Context: an optimization exercise on an open-source flow, tuned for small area, a short achievable clock period and few clock cycles. The choices shown serve that exercise and are no tape-out recipe. At most, simulation tests tie the RTL to the original design; equivalence was not proved.

Design frm_pack, start of the top module:
module frm_pack (
    input  wire        clk,
    input  wire        rst,
    input  wire        start,
    input  wire [7:0]  ft,
    input  wire [7:0]  sub,
    input  wire [15:0] cmd,          
    input  wire [7:0]  dlen,
    input  wire [11:0] plen,         
    output wire        idle,
    input  wire        pi_valid,
    output wire        pi_ready,
    input  wire [3:0]  pi_count,
    input  wire [63:0] pi_data,      
    output wire        fo_valid,
    input  wire        fo_ready,
    output wire [28:0] fo_id,
    output wire [3:0]  fo_len,
    output wire [63:0] fo_data,      
    output wire        done,
    output wire [7:0]  status,
    output wire [7:0]  subcode
);
clock: 10.0 ns
lec_check: 0
abc_area: 1
cap_margin: 20
core_margin: 2
core_utilization: 40
place_density: 0.6
setup_slack_margin: 5
slew_margin: 20
run.sh (not shown) runs the stock make flow with config.mk's settings and CLKGATE_MAP_FILE= SYNTH_SCRIPT=/design/flow/synth_recipe.tcl, a recipe that flattens the netlist after the stock synthesis.
The starting point finished with timing, DRC and antenna clean.
Testbench counts at the start, summed over its fixed seeds: cycles 13,075.
Edit:
- ABC_AREA: 1 -> not set
The new run ran to the end with no violations.
Worst hold slack improves by 0.026 ns.
Final area drops by 3.0%.

---

Another version of the RTL of frm_pack (not shown whole).
Size in the first run: ~200 flip-flops, roughly 240 I/O pins.
Settings: LEC_CHECK=0, CAP_MARGIN=20, CORE_MARGIN=2, CORE_UTILIZATION=40, CTS_BUF_LIST=sky130_fd_sc_hd__clkbuf_4 sky130_fd_sc_hd__clkbuf_8, CTS_CLUSTER_SIZE=30, PLACE_DENSITY=0.6, SETUP_SLACK_MARGIN=5, SLEW_MARGIN=20; clock period 10.0 ns.
standard.sh (not shown) runs the stock make flow with config.mk's settings and CLKGATE_MAP_FILE= SYNTH_SCRIPT=/design/flow/synth_recipe.tcl, a recipe that flattens the netlist after the stock synthesis.
==> flow/flow/run.sh <==
#!/bin/bash
# The standard layout (standard.sh) with buf_1 cells as the port buffers.
# ORFS writes each step's log under orfs/logs; the make output goes to flow.log.
set -euo pipefail
sed 's|"\${@:-finish}"|"BUFFER_PORTS_ARGS=-buffer_cell sky130_fd_sc_hd__buf_1" "${@:-finish}"|' standard.sh > standard_own.sh
grep -q 'BUFFER_PORTS_ARGS=' standard_own.sh
bash standard_own.sh > flow.log 2>&1
The baseline finished clean.
Testbench counts at the start, summed over its fixed seeds: cycles 13,075.
==> next run, changes <==
CORE_UTILIZATION = 60   (was 40)
CTS_BUF_LIST = default   (was sky130_fd_sc_hd__clkbuf_4 sky130_fd_sc_hd__clkbuf_8)
CTS_CLUSTER_SIZE = default   (was 30)
PLACE_DENSITY = 0.75   (was 0.6)
Outcome: The new run finished clean; global-route usage grows by 11 points; area after synthesis stays the same; cell count shrinks by a few percent.

---

== alpha ==
Another version of the RTL of frm_pack (not shown whole).
Size in the first run: ~1,700 cells after synthesis, about 240 I/O pins.
## frm_pack
module frm_pack (
    input  wire        clk,
    input  wire        rst,
    input  wire        start,
    input  wire [7:0]  ft,
    input  wire [7:0]  sub,
    input  wire [15:0] cmd,          
    input  wire [7:0]  dlen,
    input  wire [11:0] plen,         
    output wire        idle,
    input  wire        pi_valid,
    output wire        pi_ready,
    input  wire [3:0]  pi_count,
    input  wire [63:0] pi_data,      
    output wire        fo_valid,
    input  wire        fo_ready,
    output wire [28:0] fo_id,
    output wire [3:0]  fo_len,
    output wire [63:0] fo_data,      
    output reg         done,
    output wire [7:0]  status,
    output wire [7:0]  subcode
);
==> flow/config.mk <==
export PLATFORM = sky130hd
export DESIGN_NAME = frm_pack
export DESIGN_NICKNAME = frm_pack
export VERILOG_FILES = /design/flow/design.v
export SDC_FILE = /design/flow/constraint.sdc
export NUM_CORES = 4
export LEC_CHECK = 0
export ABC_CLOCK_PERIOD_IN_PS = 3000
export CAP_MARGIN = 20
export CORE_MARGIN = 2
export CORE_UTILIZATION = 40
export PLACE_DENSITY = 0.6
export SETUP_SLACK_MARGIN = 5
export SLEW_MARGIN = 20
==> flow/constraint.sdc <==
create_clock -name core_clock -period 10.0 [get_ports {clk}]
set_input_delay 2.0000 -clock core_clock [delete_from_list [all_inputs] [get_ports {clk}]]
set_output_delay 2.0000 -clock core_clock [all_outputs]
set_load 0.01 [all_outputs]
run.sh (not shown) runs the stock make flow with config.mk's settings and CLKGATE_MAP_FILE= SYNTH_SCRIPT=/design/flow/synth_recipe.tcl, a recipe that flattens the netlist after the stock synthesis.
Stock flow here: none of the scripts above is used.
Setup changes, alpha to beta
Settings: clearing ABC_CLOCK_PERIOD_IN_PS, which used to be 3000; clearing SETUP_SLACK_MARGIN, which used to be 5.
==> flow/flow/run.sh (new file) <==
#!/bin/bash
set -euo pipefail
sed 's|"\${@:-finish}"|SETUP_SLACK_MARGIN=6.5 "BUFFER_PORTS_ARGS=-buffer_cell sky130_fd_sc_hd__buf_4" "${@:-finish}"|' standard.sh > standard_own.sh
grep -q 'SETUP_SLACK_MARGIN=6.5' standard_own.sh
bash standard_own.sh > flow.log 2>&1
==> flow/standard.sh (new file) <==
#!/bin/bash
# synth_recipe.tcl (not shown) runs the flow's synth.tcl, then flattens the netlist and writes it again
# the make line also repeats each setting of config.mk as NAME=value (left out here)
make -C /OpenROAD-flow-scripts/flow DESIGN_CONFIG=/design/flow/config.mk WORK_HOME=/design/flow/orfs CLKGATE_MAP_FILE= SYNTH_SCRIPT=/design/flow/synth_recipe.tcl "${@:-finish}"
removed: flow/run.sh
--- outcome ---
From alpha to beta the numbers moved as follows: setup slack on the worst flop-to-flop path went up by 0.15 ns; sequential share of layout area dropped 4.3 points; setup slack went up; non-clock buffer count went up about 56%; cell area after placement moved up.
--- input diff beta..gamma ---
Settings: SETUP_SLACK_MARGIN: unset -> 5.
==> flow/run.sh (new file) <==
#!/bin/bash
# synth_recipe.tcl (not shown) runs the flow's synth.tcl, then flattens the netlist and writes it again
# the make line also repeats each setting of config.mk as NAME=value (left out here)
make -C /OpenROAD-flow-scripts/flow DESIGN_CONFIG=/design/flow/config.mk WORK_HOME=/design/flow/orfs CLKGATE_MAP_FILE= SYNTH_SCRIPT=/design/flow/synth_recipe.tcl finish
removed: flow/flow/run.sh
removed: flow/standard.sh
Results
- Of gamma and beta, it is gamma that has the lower maximum single-stage delay on the critical path.
- gamma reports a lower maximum fanout encountered on the critical timing path than beta does.
- Compared with beta, gamma shows a worst hold slack that is 0.018 ns higher.
Edits applied to the flow inputs when going from gamma to delta:
Settings: removing SETUP_SLACK_MARGIN (formerly 5).
--- outcome ---
In delta, the portion of the clock cycle consumed by the worst path in the final layout came out 7.8 points above the value in gamma. [diff] via count, delta relative to gamma: improvement. delta ends up with a worst path setup slack after routing that is 0.78 ns lower than in gamma. In the metrics for delta and gamma, the one carrying the higher number of gates on the worst path with buffers counted is gamma. Per the comparison of delta with gamma, cell area dropped about 6%, final standard cell count with taps included and fillers excluded dropped 85, all-layer global routing usage dropped 0.77 points, final wirelength dropped about 3.7%.
Function was not checked in any run of this note: the RTL went through the layout flow alone.

==> port drivers added, routing unchanged <==
How much do the figures lean on ideal ports? The routed layouts below were timed once more, with nothing changed but the port constraints.
Step 1 sets driving cells, clkbuf_16 on the clock port and buf_2 on the other inputs (assumed; they add their load-dependent delay and slew).
Step 2 moves the port delays by t, midway between the first and last clock arrival at a register: inputs arrive t later, outputs are due t later. That takes back most of the time a late clock gives input paths.
Slacks: ideal / step 1 / step 2; pairs: ideal / step 1.
| run | shift t [ns] | setup slack, ns | hold WS [ns] | worst setup path after step 2 | cell pins on the clock port's net |
|---|---|---|---|---|---|
| the first run of note 1 | 0.516 | 4.868 / 4.880 / 4.363 | 0.559 / 0.559 / 0.559 | input to register | 1 |
| the second run of note 1 | 0.520 | 4.891 / 4.880 / 4.361 | 0.585 / 0.585 / 0.585 | input to register | 1 |
| the first run of note 2 | 0.540 | 5.013 / 5.007 / 4.467 | 0.615 / 0.615 / 0.615 | input to register | 1 |
| the second run of note 2 | 0.508 | 4.966 / 4.966 / 4.576 | 0.610 / 0.610 / 0.610 | input to register | 1 |
| alpha | 0.625 | 4.915 / 4.942 / 4.318 | 0.552 / 0.552 / 0.552 | input to register | 1 |
| beta | 0.621 | 5.209 / 5.209 / 4.795 | 0.534 / 0.534 / 0.534 | input to register | 1 |
| gamma | 0.625 | 4.915 / 4.942 / 4.318 | 0.552 / 0.552 / 0.552 | input to register | 1 |
| delta | 0.610 | 4.134 / 4.158 / 3.548 | 0.540 / 0.540 / 0.540 | input to register | 1 |
After both steps every run listed still meets setup and hold.
